This is an optimization exercise on Yosys and OpenROAD, whose aim is small area, not a production implementation.
In this exercise RTL edits were held to simulation tests only and were not proved equivalent to the original.
Power is estimated from default activity; no workload was simulated.

==> exp/delta: inputs <==
==> flow/design.v <==
module qdec_decoder (
  input  wire        clk,
  input  wire        rst,
  input  wire        upd,         
  input  wire        pin_a,       
  input  wire        pin_b,
  input  wire        clr,         
  input  wire        add,         
  input  wire [31:0] imm,         
  output wire [31:0] pos_now,     
  output reg  [31:0] pos
);
  reg last_a, last_b;
  reg inc, dec;
  always @(*) begin
    inc = 1'b0;
    dec = 1'b0;
    if (pin_a != last_a) begin
      if (pin_b != pin_a) inc = 1'b1;
      else                dec = 1'b1;
    end else if (pin_b != last_b) begin
      if (pin_a == pin_b) inc = 1'b1;
      else                dec = 1'b1;
    end
  end
  assign pos_now = !upd ? pos :
                   inc  ? pos + 32'd1 :
                   dec  ? pos - 32'd1 : pos;
  always @(posedge clk) begin
    if (rst) begin
      pos    <= 32'd0;
      last_a <= 1'b0;
      last_b <= 1'b0;
    end else begin
      if (upd) begin
        last_a <= pin_a;
        last_b <= pin_b;
      end
      if (clr)
        pos <= 32'd0;
      else if (add)
        pos <= pos_now + imm;
      else
        pos <= pos_now;
    end
  end
endmodule
module qdec (
  input  wire        clk,
  input  wire        rst,
  input  wire [7:0]  cfg_pin_a1,
  input  wire [7:0]  cfg_pin_b1,
  input  wire [7:0]  cfg_pin_a2,
  input  wire [7:0]  cfg_pin_b2,
  input  wire        pin_a1,
  input  wire        pin_b1,
  input  wire        pin_a2,
  input  wire        pin_b2,
  input  wire        ev_valid,
  input  wire [15:0] ev_word,
  input  wire        host_valid,
  input  wire [7:0]  host_byte,
  output reg         rsp_valid,
  output reg  [31:0] rsp_data,
  output wire        irq_en,
  output wire        act_rpt
);
  localparam [7:0] OPC_RDPOS  = 8'h10;
  localparam [7:0] OPC_RSTPOS = 8'h20;
  localparam [7:0] OPC_ADDPOS = 8'h30;
  localparam [7:0] OPC_TGLIRQ = 8'h40;
  localparam [7:0] OPC_TGLRPT = 8'h50;
  reg        int_en;
  reg        rpt;
  wire [7:0] gpio = ev_word[7:0];
  wire own1 = (gpio == cfg_pin_a1) || (gpio == cfg_pin_b1);
  wire own2 = (gpio == cfg_pin_a2) || (gpio == cfg_pin_b2);
  wire upd1 = ev_valid && int_en && own1;
  wire upd2 = ev_valid && int_en && !own1 && own2;
  reg  [2:0]  arg_left;    
  reg         arg_ch;      
  reg  [23:0] arg_buf;     
  wire in_args  = (arg_left != 3'd0);
  wire opc_vld  = host_valid && !in_args;
  wire is_rdpos  = opc_vld && (host_byte[7:1] == OPC_RDPOS[7:1]);
  wire is_rstpos = opc_vld && (host_byte[7:1] == OPC_RSTPOS[7:1]);
  wire is_addpos = opc_vld && (host_byte[7:1] == OPC_ADDPOS[7:1]);
  wire is_tglirq = opc_vld && (host_byte == OPC_TGLIRQ);
  wire is_tglrpt = opc_vld && (host_byte == OPC_TGLRPT);
  wire add_done  = host_valid && (arg_left == 3'd1);
  wire [31:0] imm = {host_byte, arg_buf};
  always @(posedge clk) begin
    if (rst) begin
      arg_left <= 3'd0;
      arg_ch   <= 1'b0;
    end else if (host_valid) begin
      if (in_args) begin
        arg_left <= arg_left - 3'd1;
        arg_buf  <= {host_byte, arg_buf[23:8]};
      end else if (is_addpos) begin
        arg_left <= 3'd4;
        arg_ch   <= host_byte[0];
      end
    end
  end
  wire [31:0] pos1, pos2, pos1_now, pos2_now;
  qdec_decoder u_ch1 (
    .clk(clk), .rst(rst), .upd(upd1), .pin_a(pin_a1), .pin_b(pin_b1),
    .clr(is_rstpos && !host_byte[0]), .add(add_done && !arg_ch), .imm(imm),
    .pos_now(pos1_now), .pos(pos1)
  );
  qdec_decoder u_ch2 (
    .clk(clk), .rst(rst), .upd(upd2), .pin_a(pin_a2), .pin_b(pin_b2),
    .clr(is_rstpos && host_byte[0]), .add(add_done && arg_ch), .imm(imm),
    .pos_now(pos2_now), .pos(pos2)
  );
  always @(posedge clk) begin
    if (rst) begin
      int_en    <= 1'b0;
      rpt       <= 1'b0;
      rsp_valid <= 1'b0;
    end else begin
      rsp_valid <= is_rdpos || is_tglirq;
      if (is_tglirq) int_en <= !int_en;
      if (is_tglrpt) rpt    <= !rpt;
    end
  end
  always @(posedge clk) begin
    if (is_rdpos)
      rsp_data <= host_byte[0] ? pos2_now : pos1_now;
    else if (is_tglirq)
      rsp_data <= {31'd0, !int_en};
  end
  assign irq_en  = int_en;
  assign act_rpt = rpt;
endmodule
==> flow/run.sh <==
#!/bin/bash
# synth_recipe.tcl (not shown) runs the flow's synth.tcl, then flattens the netlist and writes it again
# the make line also repeats each setting of config.mk as NAME=value (left out here)
make -C /OpenROAD-flow-scripts/flow DESIGN_CONFIG=/design/flow/config.mk WORK_HOME=/design/flow/orfs CLKGATE_MAP_FILE= SYNTH_SCRIPT=/design/flow/synth_recipe.tcl finish
==> flow/config.mk <==
export PLATFORM = sky130hd
export DESIGN_NAME = qdec
export DESIGN_NICKNAME = qdec
export VERILOG_FILES = /design/flow/design.v
export SDC_FILE = /design/flow/constraint.sdc
export NUM_CORES = 4
export LEC_CHECK = 0
export CAP_MARGIN = 20
export CORE_MARGIN = 2
export CORE_UTILIZATION = 40
export PLACE_DENSITY = 0.6
export SLEW_MARGIN = 20
==> flow/constraint.sdc <==
create_clock -name core_clock -period 10.0 [get_ports {clk}]
set_input_delay 2.0000 -clock core_clock [delete_from_list [all_inputs] [get_ports {clk}]]
set_output_delay 2.0000 -clock core_clock [all_outputs]
set_load 0.01 [all_outputs]
==> exp/zinc (differences from exp/delta) <==
==> flow/design.v (replaced) <==
module qdec_pos (
  input  wire        clk,
  input  wire        clr,         
  input  wire        inc,         
  input  wire        dec,         
  input  wire        add,         
  input  wire [1:0]  k,           
  input  wire [7:0]  l,           
  input  wire        neg,         
  output wire [2:0]  lcout,       
  output reg  [31:0] pos
);
  reg [4:0]  c;        
  reg [3:0]  isk, fill;
  reg [31:0] a, s;
  reg [8:0]  rc;       
  reg [3:0]  lco;      
  integer j, b, i;
  always @(*) begin
    c[0] = inc;
    for (j = 0; j < 4; j = j + 1) begin
      isk[j]  = add && (k == j);
      fill[j] = (add && (k < j)) ? neg : dec;
      c[j+1]  = isk[j] ? 1'b0 :
                fill[j] ? (c[j] | (|pos[8*j +: 8])) : (c[j] & (&pos[8*j +: 8]));
    end
    for (j = 0; j < 4; j = j + 1) begin
      rc[0] = c[j];
      for (b = 0; b < 8; b = b + 1) begin
        i = 8*j + b;
        a[i]    = isk[j] ? l[b] : fill[j];
        s[i]    = pos[i] ^ a[i] ^ rc[b];
        rc[b+1] = (pos[i] & a[i]) | (pos[i] & rc[b]) | (a[i] & rc[b]);
      end
      lco[j] = rc[8];
    end
  end
  assign lcout = lco[2:0];
  always @(posedge clk)
    pos <= clr ? 32'd0 : s;
endmodule
module qdec (
  input  wire        clk,
  input  wire        rst,
  input  wire [7:0]  cfg_pin_a1,
  input  wire [7:0]  cfg_pin_b1,
  input  wire [7:0]  cfg_pin_a2,
  input  wire [7:0]  cfg_pin_b2,
  input  wire        pin_a1,
  input  wire        pin_b1,
  input  wire        pin_a2,
  input  wire        pin_b2,
  input  wire        ev_valid,
  input  wire [15:0] ev_word,
  input  wire        host_valid,
  input  wire [7:0]  host_byte,
  output reg         rsp_valid,
  output reg  [31:0] rsp_data,
  output wire        irq_en,
  output wire        act_rpt
);
  reg        int_en;
  reg        rpt;
  reg  [1:0] rs;         
  reg        busy;       
  reg  [1:0] lane;       
  reg        arg_ch;     
  reg  [1:0] pend;       
  reg        la1, lb1, la2, lb2;
  wire [7:0] gpio = ev_word[7:0];
  wire own1 = (gpio == cfg_pin_a1) || (gpio == cfg_pin_b1);
  wire own2 = (gpio == cfg_pin_a2) || (gpio == cfg_pin_b2);
  wire upd1 = ev_valid && int_en && own1;
  wire upd2 = ev_valid && int_en && !own1 && own2;
  wire ca1 = pin_a1 ^ la1, cb1 = pin_b1 ^ lb1, x1 = pin_a1 ^ pin_b1;
  wire ca2 = pin_a2 ^ la2, cb2 = pin_b2 ^ lb2, x2 = pin_a2 ^ pin_b2;
  wire inc1 = upd1 && (ca1 ? x1 : (cb1 && !x1));
  wire dec1 = upd1 && (ca1 ? !x1 : (cb1 && x1));
  wire inc2 = upd2 && (ca2 ? x2 : (cb2 && !x2));
  wire dec2 = upd2 && (ca2 ? !x2 : (cb2 && x2));
  wire opc_vld   = host_valid && !busy;
  wire is_rdpos  = opc_vld && (host_byte[7:1] == 7'b0001000);
  wire is_rstpos = opc_vld && (host_byte[7:1] == 7'b0010000);
  wire is_addpos = opc_vld && (host_byte[7:1] == 7'b0011000);
  wire is_tglirq = opc_vld && (host_byte == 8'h40);
  wire is_tglrpt = opc_vld && (host_byte == 8'h50);
  wire operand   = host_valid && busy;
  wire       deca = arg_ch ? dec2 : dec1;
  wire [9:0] v    = {2'b00, host_byte} + {8'd0, pend} - {9'd0, deca};
  wire       neg  = v[9];
  wire       ovf  = v[8] & !v[9];
  wire [31:0] pos1, pos2;
  wire [2:0]  lc1, lc2;
  qdec_pos u_p1 (
    .clk(clk), .clr(rst || (is_rstpos && !host_byte[0])),
    .inc(inc1), .dec(dec1), .add(operand && !arg_ch), .k(lane), .l(v[7:0]), .neg(neg),
    .lcout(lc1), .pos(pos1)
  );
  qdec_pos u_p2 (
    .clk(clk), .clr(rst || (is_rstpos && host_byte[0])),
    .inc(inc2), .dec(dec2), .add(operand && arg_ch), .k(lane), .l(v[7:0]), .neg(neg),
    .lcout(lc2), .pos(pos2)
  );
  wire [2:0] lc = arg_ch ? lc2 : lc1;
  wire       lcarry = lc[lane];      
  always @(posedge clk) begin
    if (rst) begin
      busy <= 1'b0;
    end else if (operand) begin
      lane <= lane + 2'd1;
      pend <= {1'b0, lcarry} + {1'b0, ovf};
      if (lane == 2'd3) busy <= 1'b0;
    end else if (is_addpos) begin
      busy   <= 1'b1;
      lane   <= 2'd0;
      pend   <= 2'd0;
      arg_ch <= host_byte[0];
    end
  end
  always @(posedge clk) begin
    if (rst) begin
      la1 <= 1'b0; lb1 <= 1'b0; la2 <= 1'b0; lb2 <= 1'b0;
    end else begin
      if (upd1) begin la1 <= pin_a1; lb1 <= pin_b1; end
      if (upd2) begin la2 <= pin_a2; lb2 <= pin_b2; end
    end
  end
  always @(posedge clk) begin
    if (rst) begin
      int_en <= 1'b0;
      rpt    <= 1'b0;
      rs     <= 2'b00;
    end else begin
      rs[0] <= (is_rdpos && !host_byte[0]) || is_tglirq;
      rs[1] <= (is_rdpos &&  host_byte[0]) || is_tglirq;
      if (is_tglirq) int_en <= !int_en;
      if (is_tglrpt) rpt    <= !rpt;
    end
  end
  wire sel1 = rs[0] && !rs[1];
  wire sel2 = rs[1] && !rs[0];
  always @(*) begin
    rsp_valid = rs[0] || rs[1];
    rsp_data  = ({32{sel1}} & pos1) | ({32{sel2}} & pos2);
    rsp_data[0] = rsp_data[0] | (rs[0] && rs[1] && int_en);
  end
  assign irq_en  = int_en;
  assign act_rpt = rpt;
endmodule
==> qor summary <==
quantity	exp/zinc	exp/delta
Clock network latency to the later pin of the worst-skew pair	0.35 ns	0.43 ns
Share of cells above drive strength 1	0.106	0.0411
Overall routed net length	16,500 um	31,800 um
Post-synthesis simple-gate area fraction	0.168	0.235
Seq cells post-synth	78	131
Htree depth	3	4
Fin util	0.528	0.472
GR Layer Usage met1	0.275	0.313
Run status	timing/DRC/antenna clean	timing/DRC/antenna clean
Starting density of the core	0.411	0.404
Yosys top cell by area	dfxtp_1	edfxtp_1
Seq/total area	0.208	0.252
P_int	0.594 mW	1.09 mW
Net Switching	0.195 mW	0.429 mW
Detailed-route vias per instance	5.32	5.72
Met2 Usage GRT	0.368	0.373

port drivers added, routing unchanged:
Ports are ideal in the flow. The routed layouts listed here were re-timed in OpenROAD.
Step 1, drivers: a clkbuf_16 drives clk and a buf_2 each remaining input, both assumed.
Step 2, shift: input delay + t, output delay - t, t = (earliest + latest rising clock arrival at the registers) / 2. This alone moves slack from input paths to output paths.
a / b / c = ideal / step 1 / step 2; a / b = the first two.
| run | t, ns | setup slack, ns | hold slack, ns | pins driven straight from the clock port |
|---|---|---|---|---|
| exp/delta | 0.471 | 2.700 / 2.728 / 2.257 | 0.518 / 0.518 / 0.518 | 1 |
| exp/zinc | 0.386 | 0.343 / 0.351 / -0.035 | 0.521 / 0.521 / 0.521 | 1 |
With both steps, setup timing fails in exp/zinc, where it was met with ideal ports. For exp/delta, which loses most, drivers alone change the setup slack by +0.028 ns; drivers and shift together by -0.443 ns.
